Source: an optimization exercise on an open RTL-to-GDS flow (aim: small area). Production flows keep margins and buffers that such runs may drop. RTL that was checked went through simulation tests only; none was proved equivalent to the original. No driver is modelled on the clock port, so clocking that relies on it looks cheaper here than on a real chip. No activity file was given, so power comes from the tool's default toggle rates.

==> module bst_rx, before the edit <==
module bst_rx #(
    parameter MAX_FRAME = 1798
) (
    input  wire         clk,
    input  wire         rst,             
    input  wire         in_valid,
    input  wire [7:0]   in_byte,
    output reg          dat_valid,
    output wire [7:0]   dat_byte,
    output wire [10:0]  dat_idx,
    output reg          evt_valid,
    output reg  [2:0]   evt_kind,
    output wire [7:0]   msg_tag,
    output wire [2:0]   msg_prio,
    output wire [7:0]   msg_pdus,
    output wire [7:0]   msg_pduf,
    output wire [1:0]   msg_dp,
    output wire [7:0]   msg_dst,
    output wire         msg_dst_valid,
    output wire [7:0]   msg_src,
    output wire [31:0]  msg_ts,
    output wire [1:0]   msg_trc,
    output wire         msg_dir,
    output wire [7:0]   msg_dpp,
    output wire [7:0]   msg_ctrl,
    output wire [17:0]  msg_pgn,
    output wire [10:0]  msg_dlen,
    output wire [10:0]  err_len,
    output wire [7:0]   err_byte,
    output wire [7:0]   err_expected,
    output wire         err_cks_valid,
    output wire [7:0]   err_id,
    output wire         err_id_valid,
    output wire [2:0]   err_field,
    output wire [15:0]  err_declared,
    output wire [15:0]  err_actual
);
    localparam [7:0] DLE = 8'h10;
    localparam [7:0] STX = 8'h02;
    localparam [7:0] ETX = 8'h03;
    localparam [1:0] S_SCAN     = 2'd0;
    localparam [1:0] S_SCAN_DLE = 2'd1;
    localparam [1:0] S_BODY     = 2'd2;
    localparam [1:0] S_BODY_ESC = 2'd3;
    localparam [1:0] E_FRAME    = 2'd0;
    localparam [1:0] E_CHECKSUM = 2'd1;
    localparam [1:0] E_UNESC    = 2'd2;
    localparam [1:0] E_TOOLARGE = 2'd3;
    reg  [1:0]   state;
    reg          empty;      
    reg  [10:0]  idx;        
    reg  [7:0]   nsum;       
    reg  [7:0]   blast;      
    reg          cks_nz;     
    reg  [7:0]   s_tag, s_l, s_x, s_h2, s_pdus, s_pduf, s_src, s_dst, s_c;
    reg  [7:0]   s_ts0, s_ts1, s_ts2, s_ts3;
    wire is_a = (s_tag == 8'h93) || (s_tag == 8'h94);
    wire is_b = (s_tag == 8'h95);
    wire is_d = (s_tag == 8'hD0);
    wire b_dle = (in_byte == DLE);
    wire b_stx = (in_byte == STX);
    wire b_etx = (in_byte == ETX);
    wire [7:0]   nsum_all = nsum - blast;
    wire buf_full = !empty && idx[10] && idx[9] && idx[8] && idx[2] && idx[1];
    wire [2:0] md_kind;      
    reg          append;         
    reg          unesc;          
    reg          fend;           
    reg          clear;          
    reg  [1:0]   next_state;
    reg          ev;             
    reg  [1:0]   ev_class;
    always @* begin
        append     = 1'b0;
        unesc      = 1'b0;
        fend       = 1'b0;
        clear      = 1'b0;
        next_state = state;
        ev         = 1'b0;
        ev_class   = E_TOOLARGE;
        case (state)
            S_SCAN: begin
                if (b_dle) next_state = S_SCAN_DLE;
            end
            S_SCAN_DLE: begin
                if (b_stx) begin
                    next_state = S_BODY;
                    clear      = 1'b1;
                end else if (!b_dle) begin
                    next_state = S_SCAN;
                end
            end
            S_BODY: begin
                if (b_dle) begin
                    next_state = S_BODY_ESC;
                end else if (buf_full) begin
                    ev         = 1'b1;
                    clear      = 1'b1;
                    next_state = S_SCAN;
                end else begin
                    append = 1'b1;
                end
            end
            S_BODY_ESC: begin
                if (b_dle) begin
                    if (buf_full) begin
                        ev         = 1'b1;
                        clear      = 1'b1;
                        next_state = S_SCAN;
                    end else begin
                        append     = 1'b1;
                        next_state = S_BODY;
                    end
                end else if (b_etx) begin
                    ev         = 1'b1;
                    fend       = 1'b1;
                    clear      = 1'b1;
                    next_state = S_SCAN;
                    ev_class   = (!empty && nsum_all == 8'd0) ? E_FRAME : E_CHECKSUM;
                end else begin
                    ev         = 1'b1;
                    unesc      = 1'b1;
                    clear      = 1'b1;
                    ev_class   = E_UNESC;
                    next_state = b_stx ? S_BODY : S_SCAN;
                end
            end
        endcase
    end
    wire [12:0] pos;
    genvar p;
    generate
        for (p = 0; p < 13; p = p + 1) begin : g_pos
            if (p == 0) begin : g0
                assign pos[p] = empty;
            end else begin : gn
                assign pos[p] = !empty && (idx == p - 1);
            end
        end
    endgenerate
    wire        wr = in_valid && (append || unesc);
    always @(posedge clk) begin
        if (rst) begin
            state <= S_SCAN;
            empty <= 1'b1;
        end else if (in_valid) begin
            state <= next_state;
            if (clear)
                empty <= 1'b1;
            else if (append)
                empty <= 1'b0;
        end
    end
    always @(posedge clk) begin
        if (in_valid && (append || unesc || fend))
            idx <= empty ? 11'd0 : idx + {10'd0, !fend};
        if (wr) begin
            nsum  <= empty ? 8'd0 : nsum_all;
            blast <= in_byte;
        end
        if (wr && pos[0])                              s_tag  <= in_byte;
        if (wr && (pos[1] || (pos[8] && is_d)))        s_l    <= in_byte;
        if (wr && (pos[1] || (pos[7] && is_a)))        s_x    <= in_byte;
        if (wr && pos[2])                              s_h2   <= in_byte;
        if (wr && (pos[3] || (pos[5] && !is_a)))       s_pdus <= in_byte;
        if (wr && (pos[4] || (pos[6] && !is_a)))       s_pduf <= in_byte;
        if (wr && pos[4])                              s_src  <= in_byte;
        if (wr && (pos[3] || (pos[5] && is_b) || (pos[6] && is_a)))
                                                       s_dst  <= in_byte;
        if (wr && (pos[5] || (pos[7] && !is_a)))       s_c    <= in_byte;
        if (wr && (pos[2] || (pos[9] && !is_b)))       s_ts0  <= in_byte;
        if (wr && (pos[3] || (pos[10] && !is_b)))      s_ts1  <= in_byte;
        if (wr && pos[11])                             s_ts2  <= in_byte;
        if (wr && pos[12])                             s_ts3  <= in_byte;
    end
    always @(posedge clk) begin
        if (rst) begin
            dat_valid <= 1'b0;
            evt_valid <= 1'b0;
        end else begin
            dat_valid <= in_valid && append;
            evt_valid <= in_valid && ev;
        end
        evt_kind <= (ev_class == E_FRAME) ? md_kind : {1'b0, ev_class};
        cks_nz <= !empty;
    end
    assign dat_byte = blast;
    assign dat_idx  = idx;
    bst_msg_dec u_msg (
        .clk(clk), .n(idx), .is_a(is_a), .is_b(is_b), .is_d(is_d),
        .s_l(s_l), .s_x(s_x), .s_h2(s_h2), .s_pdus(s_pdus), .s_pduf(s_pduf), .s_c(s_c),
        .kind(md_kind), .prio(msg_prio), .dst_valid(msg_dst_valid), .pgn(msg_pgn),
        .dlen(msg_dlen), .field(err_field), .id_valid(err_id_valid),
        .declared(err_declared), .actual(err_actual)
    );
    assign msg_tag  = s_tag;
    assign msg_pdus = s_pdus;
    assign msg_pduf = s_pduf;
    assign msg_dp   = s_c[1:0];
    assign msg_dst  = s_dst;
    assign msg_src  = s_src;
    assign msg_ts   = {is_b ? 16'd0 : {s_ts3, s_ts2}, s_ts1, s_ts0};
    assign msg_trc  = s_c[6:5];
    assign msg_dir  = s_c[7];
    assign msg_dpp  = s_c;
    assign msg_ctrl = s_l;
    assign err_len       = idx;
    assign err_byte      = blast;
    assign err_expected  = nsum;
    assign err_cks_valid = cks_nz;
    assign err_id        = s_tag;
endmodule
==> flow/config.mk <==
export PLATFORM = sky130hd
export DESIGN_NAME = bst_rx
export DESIGN_NICKNAME = bst_rx
export VERILOG_FILES = /design/flow/design.v
export SDC_FILE = /design/flow/constraint.sdc
export NUM_CORES = 4
export LEC_CHECK = 0
export CAP_MARGIN = 0
export CORE_MARGIN = 2
export CORE_UTILIZATION = 40
export GPL_TIMING_DRIVEN = 0
export PLACE_DENSITY = 0.6
export SLEW_MARGIN = 0
==> flow/constraint.sdc <==
create_clock -name core_clock -period 7.0 [get_ports {clk}]
set_input_delay 1.4000 -clock core_clock [delete_from_list [all_inputs] [get_ports {clk}]]
set_output_delay 1.4000 -clock core_clock [all_outputs]
set_load 0.01 [all_outputs]
standard.sh (not shown) runs the stock make flow with config.mk's settings and CLKGATE_MAP_FILE= SYNTH_SCRIPT=/design/flow/synth_recipe.tcl, a recipe that flattens the netlist after the stock synthesis.
==> flow/flow/run.sh <==
#!/bin/bash
# Standard layout with these changes:
# - synthesis maps the logic with ABC on each of four area-oriented scripts
#   (flow/area*.abc) and keeps the smallest result (flow/synth.tcl);
# - synthesis's pass-through buffers are removed before placement, as the
#   timing-driven placement does (flow/pre_global_place.tcl);
# - the port buffers use the smallest buffer cell;
# - the clock tree uses small leaf buffers without dummy loads, and leaf
#   buffers whose flip-flops would see a slow clock edge are upsized
#   (flow/post_cts.tcl).
set -euo pipefail
F="$PWD/flow"
export AREA_ABC_SCRIPTS="$F/area1.abc $F/area2.abc $F/area3.abc $F/area4.abc"
export PRE_GLOBAL_PLACE_TCL="$F/pre_global_place.tcl"
export POST_CTS_TCL="$F/post_cts.tcl"
export BUFFER_PORTS_ARGS="-buffer_cell sky130_fd_sc_hd__buf_1"
export CTS_ARGS="-sink_clustering_enable -repair_clock_nets -dont_use_dummy_load -root_buf sky130_fd_sc_hd__clkbuf_8 -buf_list sky130_fd_sc_hd__clkbuf_4 -sink_clustering_size 8 -sink_clustering_max_diameter 40"
bash standard.sh SYNTH_SCRIPT="$F/synth.tcl" finish > make_finish.log 2>&1
Other scripts of this flow, unchanged in this note and not shown: flow/flow/area1.abc, flow/flow/area2.abc, flow/flow/area3.abc, flow/flow/area4.abc, flow/flow/post_cts.tcl, flow/flow/pre_global_place.tcl, flow/flow/synth.tcl
Next try:
--- a/flow/design.v
+++ b/flow/design.v
@@ -227,6 +227,6 @@
     end
     always @(posedge clk) begin
-        if (in_valid && (append || unesc || fend))
-            idx <= empty ? 11'd0 : idx + {10'd0, !fend};
+        idx <= (in_valid && (append || unesc || fend) && empty) ? 11'd0
+             : idx + {10'd0, in_valid && (append || unesc)};
         if (wr) begin
             nsum  <= empty ? 8'd0 : nsum_all;
Effect:
- The new run finished with timing, DRC and antenna clean
- setup slack gains 13 ps
- core utilization climbs by 0.91 points
- sequential cell count does not change
- clock-buffer cell count does not change
- power hardly moves
- wire length drops by 1.4%
- cell count climbs by 0.73%
- cell area drops by 0.92%
- sequential share of layout area drops by 0.95 points
- combinational power climbs by about 3%
- fmax hardly moves
- area after synthesis drops by 1.3%
- via count climbs by 1.3%
For the first run of this note, only the layout was checked, not whether the RTL still works.


bst_rx, a different RTL version from the one above (not shown whole).
Size: roughly 560 cells after synthesis, roughly 140 flip-flops, roughly 230 I/O pins, about 6600 µm² of cells after synthesis.
clock: 7.0 ns
lec_check: 0
cap_margin: 0
core_margin: 2
core_utilization: 40
gpl_timing_driven: 0
place_density: 0.6
slew_margin: 0
Scripts as last shown in full above: flow/flow/run.sh
Other scripts of this flow, unchanged in this note and not shown: flow/flow/area1.abc, flow/flow/area2.abc, flow/flow/area3.abc, flow/flow/area4.abc, flow/flow/post_cts.tcl, flow/flow/pre_global_place.tcl, flow/flow/synth.tcl
Edit:
--- a/flow/design.v
+++ b/flow/design.v
@@ -1,8 +1,9 @@
 module bst_msg_dec (
+    input  wire         clk,
     input  wire [10:0]  n,           
     input  wire         is_a,        
     input  wire         is_b,        
     input  wire         is_d,        
     input  wire [7:0]   s_l,
     input  wire [7:0]   s_x,
     input  wire [7:0]   s_h2,
@@ -28,15 +29,18 @@
     wire nz      = (n != 11'd0);
     wire short8  = (n < 11'd8);
     wire short13 = (n < 11'd13);
     wire short   = is_d ? short13 : short8;
     wire data_ok = (s_l <= 8'd14);      
     wire ll_big  = (ll > 16'd1785);
     wire [8:0] l_plus2 = {1'b0, s_l} + 9'd2;
-    wire       l_ok    = (n == {2'd0, l_plus2});
+    wire       l_ok_now = (n == {2'd0, l_plus2});
+    reg        l_ok;
+    always @(posedge clk)
+        l_ok <= l_ok_now;
     wire [3:0]  c = short ? 4'd0 : (is_d ? 4'd13 : (l_ok ? 4'd8 : 4'd2));
     wire [10:0] d = n - {7'd0, c};
     wire [15:0] t    = {is_d ? s_h2 : 8'd0, s_x};
     wire        t_ok = (t[10:0] == d);
     wire ok_a = !short8 && l_ok && t_ok;
     wire ok_b = !short8 && l_ok && data_ok;
     wire ok_d = !short13 && !ll_big && t_ok;
@@ -259,15 +263,15 @@
         end
         evt_kind <= (ev_class == E_FRAME) ? md_kind : {1'b0, ev_class};
         cks_nz <= !empty;
     end
     assign dat_byte = blast;
     assign dat_idx  = idx;
     bst_msg_dec u_msg (
-        .n(idx), .is_a(is_a), .is_b(is_b), .is_d(is_d),
+        .clk(clk), .n(idx), .is_a(is_a), .is_b(is_b), .is_d(is_d),
         .s_l(s_l), .s_x(s_x), .s_h2(s_h2), .s_pdus(s_pdus), .s_pduf(s_pduf), .s_c(s_c),
         .kind(md_kind), .prio(msg_prio), .dst_valid(msg_dst_valid), .pgn(msg_pgn),
         .dlen(msg_dlen), .field(err_field), .id_valid(err_id_valid),
         .declared(err_declared), .actual(err_actual)
     );
     wire [7:0] tag = known ? {1'b1, t_d, 1'b0, 1'b1, 1'b0, t_hi, t_lo && !t_hi, t_lo}
                            : s_ts3;
Result:
- core utilization is lower by 0.22 points
- setup slack improved by 0.46 ns
- global-route usage is higher by 0.64 points
- sequential power is higher by about 0.5%
- first-iteration DRC count is lower by 20%
- maximum frequency is higher by 7.4%
- clock power is lower by about 2%
- critical path depth is higher by 1
- wire length is higher by 3.0%
- die area stays flat
For the first run of this note, only the layout was checked, not whether the RTL still works.


## the baseline
Another version of the RTL of bst_rx (not shown whole).
Size: ~130 flip-flops, roughly 230 I/O pins, about 6300 um2 of cells after synthesis.
export LEC_CHECK = 0
export CAP_MARGIN = 0
export CORE_MARGIN = 2
export CORE_UTILIZATION = 40
export GPL_TIMING_DRIVEN = 0
export PLACE_DENSITY = 0.6
export SLEW_MARGIN = 0
create_clock -name core_clock -period 7.0 [get_ports {clk}]
==> flow/flow/run.sh <==
#!/bin/bash
# Standard layout with these changes:
# - synthesis maps the logic with ABC on each of eight area-oriented scripts
#   (flow/area*.abc) and keeps the smallest result (flow/synth.tcl), with
#   adders left to ABC as plain logic rather than mapped to adder cells and
#   carry chains built as ripple rather than Kogge-Stone trees;
# - synthesis's pass-through buffers are removed before placement, as the
#   timing-driven placement does (flow/pre_global_place.tcl);
# - the port buffers use the smallest buffer cell;
# - the clock tree uses small leaf buffers without dummy loads, and leaf
#   buffers whose flip-flops would see a slow clock edge are upsized
#   (flow/post_cts.tcl).
set -euo pipefail
F="$PWD/flow"
export AREA_ABC_SCRIPTS="$(ls "$F"/area*.abc | tr "\n" " ")"
export PRE_GLOBAL_PLACE_TCL="$F/pre_global_place.tcl"
export POST_CTS_TCL="$F/post_cts.tcl"
export BUFFER_PORTS_ARGS="-buffer_cell sky130_fd_sc_hd__buf_1"
export CTS_ARGS="-sink_clustering_enable -repair_clock_nets -dont_use_dummy_load -root_buf sky130_fd_sc_hd__clkbuf_8 -buf_list sky130_fd_sc_hd__clkbuf_4 -sink_clustering_size 8 -sink_clustering_max_diameter 40"
bash standard.sh SYNTH_SCRIPT="$F/synth.tcl" ADDER_MAP_FILE= SYNTH_OPERATIONS_ARGS=-flatten finish > make_finish.log 2>&1
Other scripts of this flow, unchanged in this note and not shown: flow/flow/area1.abc, flow/flow/area2.abc, flow/flow/area3.abc, flow/flow/area4.abc, flow/flow/area5.abc, flow/flow/area6.abc, flow/flow/area7.abc, flow/flow/area8.abc, flow/flow/post_cts.tcl, flow/flow/pre_global_place.tcl, flow/flow/synth.tcl
Here is what was changed in the inputs of the candidate compared with the baseline.
--- a/flow/design.v
+++ b/flow/design.v
@@ -1,49 +1,48 @@
 module bst_msg_dec (
     input  wire [10:0]  n,           
     input  wire         is_a,        
     input  wire         is_b,        
     input  wire         is_d,        
     input  wire [7:0]   s_l,
     input  wire [7:0]   s_x,
     input  wire [7:0]   s_h2,
     input  wire [7:0]   s_pdus,
     input  wire [7:0]   s_pduf,
     input  wire [7:0]   s_c,
-    input  wire         l_ok,        
-    output wire         l_ok_now,    
+    output wire         l_ok,        
     output wire [2:0]   kind,        
     output wire [2:0]   prio,
     output wire         dst_valid,
     output wire [17:0]  pgn,
     output wire [10:0]  dlen,
     output reg  [2:0]   field,
     output wire         id_valid,
     output reg  [15:0]  declared,
     output wire [15:0]  actual
 );
     localparam [2:0] F_HEADER = 3'd0;
     localparam [2:0] F_L      = 3'd1;
     localparam [2:0] F_DL     = 3'd2;
     localparam [2:0] F_LL     = 3'd3;
     localparam [2:0] F_DATA   = 3'd4;
     wire [15:0] ll = {s_h2, s_x};
     wire nz      = (n != 11'd0);
     wire short8  = (n < 11'd8);
     wire short13 = (n < 11'd13);
     wire short   = is_d ? short13 : short8;
     wire data_ok = (s_l <= 8'd14);      
     wire ll_big  = (ll > 16'd1785);
     wire [8:0] l_plus2 = {1'b0, s_l} + 9'd2;
-    assign     l_ok_now = (n == {2'd0, l_plus2});
+    assign     l_ok    = (n == {2'd0, l_plus2});
     wire [3:0]  c = short ? 4'd0 : (is_d ? 4'd13 : (l_ok ? 4'd8 : 4'd2));
     wire [10:0] d = n - {7'd0, c};
     wire [15:0] t    = {is_d ? s_h2 : 8'd0, s_x};
     wire        t_ok = (t[10:0] == d);
     wire ok_a = !short8 && l_ok && t_ok;
     wire ok_b = !short8 && l_ok && data_ok;
     wire ok_d = !short13 && !ll_big && t_ok;
     wire msg  = nz && ((is_a && ok_a) || (is_b && ok_b) || (is_d && ok_d));
     wire unk  = nz && !is_a && !is_b && !is_d;
     assign kind      = msg ? 3'd0 : (unk ? 3'd4 : 3'd5);
     assign prio      = is_a ? s_h2[2:0] : s_c[4:2];
     assign dst_valid = !is_b || (s_pduf[7:4] != 4'hF);
@@ -127,26 +126,25 @@
     reg  [7:0]   s_l, s_x, s_h2, s_pdus, s_pduf, s_src, s_dst, s_c;
     reg  [7:0]   s_ts0, s_ts1, s_ts2, s_ts3;
     reg          t_d;
     wire is_a  = !t_d && ((s_ts3 == 8'h93) || (s_ts3 == 8'h94));
     wire is_b  = !t_d && (s_ts3 == 8'h95);
     wire is_d  = t_d;
     wire b_dle = (in_byte == DLE);
     wire b_stx = (in_byte == STX);
     wire b_etx = (in_byte == ETX);
     wire [7:0]   nsum_all = nsum - blast;
     wire buf_full = !empty && idx[10] && idx[9] && idx[8] && idx[2] && idx[1];
     wire [2:0] md_kind;      
-    wire       l_ok_now;     
-    reg        l_ok;
+    wire       l_ok;         
     reg          append;         
     reg          unesc;          
     reg          fend;           
     reg          clear;          
     reg  [1:0]   next_state;
     reg          ev;             
     reg  [1:0]   ev_class;
     always @* begin
         append     = 1'b0;
         unesc      = 1'b0;
         fend       = 1'b0;
         clear      = 1'b0;
@@ -249,31 +247,30 @@
         if (wr && (pos[0] || (pos[12] && t_d)))        s_ts3  <= in_byte;
     end
     always @(posedge clk) begin
         if (rst) begin
             dat_valid <= 1'b0;
             evt_valid <= 1'b0;
         end else begin
             dat_valid <= in_valid && append;
             evt_valid <= in_valid && ev;
         end
         evt_kind <= (ev_class == E_FRAME) ? md_kind : {1'b0, ev_class};
         cks_nz <= !empty;
-        l_ok   <= l_ok_now;
     end
     assign dat_byte = blast;
     assign dat_idx  = idx;
     bst_msg_dec u_msg (
         .n(idx), .is_a(is_a), .is_b(is_b), .is_d(is_d),
-        .s_l(s_l), .s_x(s_x), .s_h2(s_h2), .s_pdus(s_pdus), .s_pduf(s_pduf), .s_c(s_c), .l_ok(l_ok), .l_ok_now(l_ok_now),
+        .s_l(s_l), .s_x(s_x), .s_h2(s_h2), .s_pdus(s_pdus), .s_pduf(s_pduf), .s_c(s_c), .l_ok(l_ok),
         .kind(md_kind), .prio(msg_prio), .dst_valid(msg_dst_valid), .pgn(msg_pgn),
         .dlen(msg_dlen), .field(err_field), .id_valid(err_id_valid),
         .declared(err_declared), .actual(err_actual)
     );
     wire [7:0] tag = t_d ? 8'hD0 : s_ts3;
     assign msg_tag  = tag;
     assign msg_pdus = s_pdus;
     assign msg_pduf = s_pduf;
     assign msg_dp   = s_c[1:0];
     assign msg_dst  = s_dst;
     assign msg_src  = s_src;
     assign msg_ts   = {is_b ? 16'd0 : {s_ts3, s_ts2}, s_ts1, s_ts0};
Results
- Per the comparison of the candidate with the baseline, portion of total power attributed to the clock network grew by 1.4 points; filler cell count in the final layout up 21; number of distinct standard cells referenced by the synthesized netlist went up by 4; reported sequential group power went down about 0.7%; final critical-path share of the clock period +6.7 points.
- Going from the baseline to the candidate, flip-flop and latch count shrank slightly.
- Share of layout cells above drive strength 1 essentially unchanged between the baseline and the candidate.
- Comparing the candidate and the baseline, the higher summed area of non-filler cells in the final layout is on the baseline.

-- port drivers added, routing unchanged --
The results above use ideal ports. As a check the final layouts listed here were re-extracted and re-timed, cells and wires unchanged. Step 1: set_driving_cell puts a clkbuf_16 on clk and a buf_2 on each other input, an assumption about the parent block. Step 2, shift: input delay + t, output delay - t, t = (earliest + latest rising clock arrival at the registers) / 2. This alone moves slack from input paths to output paths. a / b / c = ideal / step 1 / step 2; a / b = the first two.
run	t (ns)	setup slack, ns	worst hold slack (ns)	clock arrival spread, ns	pins driven straight from the clock port
the first run of note 1	0.457	0.990 / 0.953 / 0.862	0.515 / 0.515 / 0.515	0.040 / 0.040	1
the second run of note 1	0.451	1.003 / 0.966 / 1.297	0.522 / 0.522 / 0.522	0.042 / 0.042	1
the first run of note 2	0.441	0.311 / 0.272 / 0.713	0.586 / 0.586 / 0.586	0.032 / 0.032	1
the second run of note 2	0.445	0.772 / 0.790 / 0.345	0.590 / 0.590 / 0.590	0.026 / 0.026	1
the baseline	0.440	1.239 / 1.203 / 1.010	0.603 / 0.603 / 0.603	0.035 / 0.035	1
the candidate	0.448	0.773 / 0.735 / 1.070	0.539 / 0.539 / 0.539	0.033 / 0.033	1
After both steps setup and hold are still met in every run listed. The setup slack of the second run of note 2, which loses most, moves by +0.018 ns with the drivers and by -0.427 ns with both steps.
